Source: an optimization exercise on an open RTL-to-GDS flow (aim: small area, a short achievable clock period and few clock cycles). Production flows keep margins and buffers that such runs may drop.
Power figures rest on the tool's default switching activity, not on a simulated workload.

## lep_crc16
module lep_crc16 (
    input  wire        clk,
    input  wire        rst,
    input  wire        host_req,
    input  wire        host_we,
    input  wire [11:0] host_addr,
    input  wire [31:0] host_wdata,
    output wire [31:0] host_rdata,
    output wire        host_ready,
    output wire        mem_re,
    output wire        mem_we,
    output wire [9:0]  mem_addr,
    output reg  [3:0]  mem_be,
    output wire [31:0] mem_wdata,
    input  wire [31:0] mem_rdata
);
Size: ~2800 cells after synthesis.
Settings: LEC_CHECK=0, CAP_MARGIN=20, CORE_MARGIN=2, CORE_UTILIZATION=55, CTS_BUF_LIST=sky130_fd_sc_hd__clkbuf_4 sky130_fd_sc_hd__clkbuf_8, PLACE_DENSITY=0.65, SETUP_SLACK_MARGIN=3.4, SLEW_MARGIN=20; clock period 8.0 ns.
run.sh (not shown) runs the stock make flow with config.mk's settings and CLKGATE_MAP_FILE= SYNTH_SCRIPT=/design/flow/synth_recipe.tcl, a recipe that flattens the netlist after the stock synthesis.
Edit:
--- a/flow/design.v
+++ b/flow/design.v
@@ -199,37 +199,35 @@
     reg [1:0]  st;         
     reg [23:0] ow;         
     reg        crcph;      
     reg        crcfin;     
     reg        flush;      
     reg        vph;        
     wire [9:0] reg_idx   = host_addr[11:2];
     wire       idle      = s_idle;
     wire       cmd_write = host_req && host_we && (reg_idx == R_CMD);
-    reg        rsv;
-    wire       addr_hz = (host_addr[11:6] == 6'd0);
-    reg [31:0] rd_lo;
-    always @(*) begin
-        case (host_addr[5:2])
-            4'd1:    rd_lo = {28'd0, status_err};
-            4'd2:    rd_lo = {30'd0, ctrl};
-            4'd3:    rd_lo = src_addr;
-            4'd4:    rd_lo = src_len;
-            4'd5:    rd_lo = dst_addr;
-            4'd6:    rd_lo = dst_cap;
-            4'd7:    rd_lo = {19'd0, out_len};
-            4'd8:    rd_lo = {30'd0, crc_var};
-            4'd9:    rd_lo = {16'd0, crc_c};
-            4'd10:   rd_lo = {16'd0, crc_result};
-            default: rd_lo = 32'd0;
-        endcase
-    end
-    assign host_rdata = rd_lo & {32{!rsv}};
+    wire [10:1] rsel;
+    genvar gi;
+    generate
+        for (gi = 1; gi <= 10; gi = gi + 1) begin : g_rsel
+            assign rsel[gi] = (reg_idx == gi);
+        end
+    endgenerate
+    assign host_rdata = ({32{rsel[1]}}  & {28'd0, status_err}) |
+                        ({32{rsel[2]}}  & {30'd0, ctrl}) |
+                        ({32{rsel[3]}}  & src_addr) |
+                        ({32{rsel[4]}}  & src_len) |
+                        ({32{rsel[5]}}  & dst_addr) |
+                        ({32{rsel[6]}}  & dst_cap) |
+                        ({32{rsel[7]}}  & {19'd0, out_len}) |
+                        ({32{rsel[8]}}  & {30'd0, crc_var}) |
+                        ({32{rsel[9]}}  & {16'd0, crc_c}) |
+                        ({32{rsel[10]}} & {16'd0, crc_result});
     wire [2:0] d_op     = host_wdata[2:0];
     wire       d_known  = (host_wdata[7:3] == 5'd0);
     wire       d_hasvar = (d_op == OP_INIT) || (d_op == OP_COMPUTE) || (d_op == OP_VERIFY);
     wire       d_badbit = (host_wdata[31:24] != 8'd0) || (host_wdata[15:10] != 6'd0) ||
                           ((d_op != OP_BYTE) && (host_wdata[23:16] != 8'd0)) ||
                           (!d_hasvar && (host_wdata[9:8] != 2'd0));
     wire       d_badvar = d_hasvar && (host_wdata[9:8] == 2'd3);
     wire        src_hz  = (src_addr[31:13] == 19'd0) && (src_len[31:13] == 19'd0);
     wire        dst_hz  = (dst_addr[31:13] == 19'd0) && (dst_cap[31:13] == 19'd0);
@@ -307,20 +305,19 @@
     always @(*) begin
         case (pp)
             2'd0: rot = item;
             2'd1: rot = {item[23:0], item[31:24]};
             2'd2: rot = {item[15:0], item[31:16]};
             default: rot = {item[7:0], item[31:8]};
         endcase
     end
     wire [3:0]  psum     = {2'b00, pp} + {1'b0, ki};
-    wire        wcomp    = (kw == 3'd4) || (pp == 2'd3) ||
-                           ((pp == 2'd2) && (kw >= 3'd2)) || ((pp == 2'd1) && (kw == 3'd3));
+    wire        wcomp    = ({2'b00, pp} + {1'b0, kw}) >= 4'd4;
     wire        complete = crcph ? pp[1] : wcomp;
     wire [31:0] merged   = {rot[31:24],
                             (pp <= 2'd2) ? rot[23:16] : ow[23:16],
                             (pp <= 2'd1) ? rot[15:8]  : ow[15:8],
                             (pp == 2'd0) ? rot[7:0]   : ow[7:0]};
     wire        wr_now   = (crcph && pp[1]) || (dcons && wcomp) || flush;
     wire        fin_item = crcph && crcfin;
     wire stall  = o_dnp && wbfin && consumed && formed;
     wire rd_now = !wr_now && !stall;
@@ -333,24 +330,23 @@
         mem_be[1] = (st <= 2'd1) && (!flush || (pp >= 2'd2));
         mem_be[2] = (st <= 2'd2) && (!flush || (pp == 2'd3));
         mem_be[3] = !flush;
     end
     wire done_exec = s_exec && xdone;
     wire done_run  = s_run &&
                      ((consumed && wlast && (o_upd || o_cmp)) || vph || flush ||
                       (fin_item && (pp == 2'd2)));
     wire done      = done_exec || done_run;
-    assign host_ready = done || (s_idle && (host_we ? (reg_idx != R_CMD) : (addr_hz || rsv)));
+    assign host_ready = done || (s_idle && (!host_we || (reg_idx != R_CMD)));
     wire src_wr = s_idle && host_req && host_we && (reg_idx == R_SRC_ADDR);
     always @(posedge clk) begin
         rv1 <= rd_now;
         if (rv1) prev <= mem_rdata[31:8];
-        rsv <= !rst && s_idle && host_req && !host_we && !addr_hz && !rsv;
         if (rst)
             rd_ptr <= 10'd0;
         else if (s_idle)
             rd_ptr <= cmd_write ? rd_ptr + 10'd1 : src_wr ? host_wdata[11:2] : src_addr[11:2];
         else if (done)
             rd_ptr <= src_addr[11:2];
         else if (rd_now)
             rd_ptr <= rd_ptr + 10'd1;
         if (rst) begin
Effect: Clock skew falls by 30 ps; die area falls by 0.91%; clock power falls by about 7%; count of clock-buffer cells in the layout falls by 2; setup slack got worse by 530 ps; total power rises by 4.9%; first-iteration DRC count falls by 14%.
Function was not checked in any run of this note: the RTL went through the layout flow alone.

[what the ideal ports hide]
The results above use ideal ports. As a check the final layouts listed here were re-extracted and re-timed, cells and wires unchanged. Step 1, drivers: a clkbuf_16 drives clk and a buf_2 each remaining input, both assumed. Step 2 times the ports against the registers' clock, not the clock port: input delays grow and output delays shrink by t, the midpoint of the rising clock arrivals with the driver on. a / b / c = no drivers / after step 1 / after step 2; a / b = the first two.
run	t, ns	slack for setup (ns)	latest minus earliest clock arrival (ns)	worst register clock-pin slew, ns
the first run	0.724	3.293 / 3.194 / 3.039	0.079 / 0.079	0.07 / 0.07
the second run	0.709	2.760 / 2.727 / 2.727	0.050 / 0.049	0.07 / 0.07
After both steps setup and hold are still met in every run listed. For the first run, which loses most, drivers alone change the setup slack by -0.099 ns; drivers and shift together by -0.254 ns.
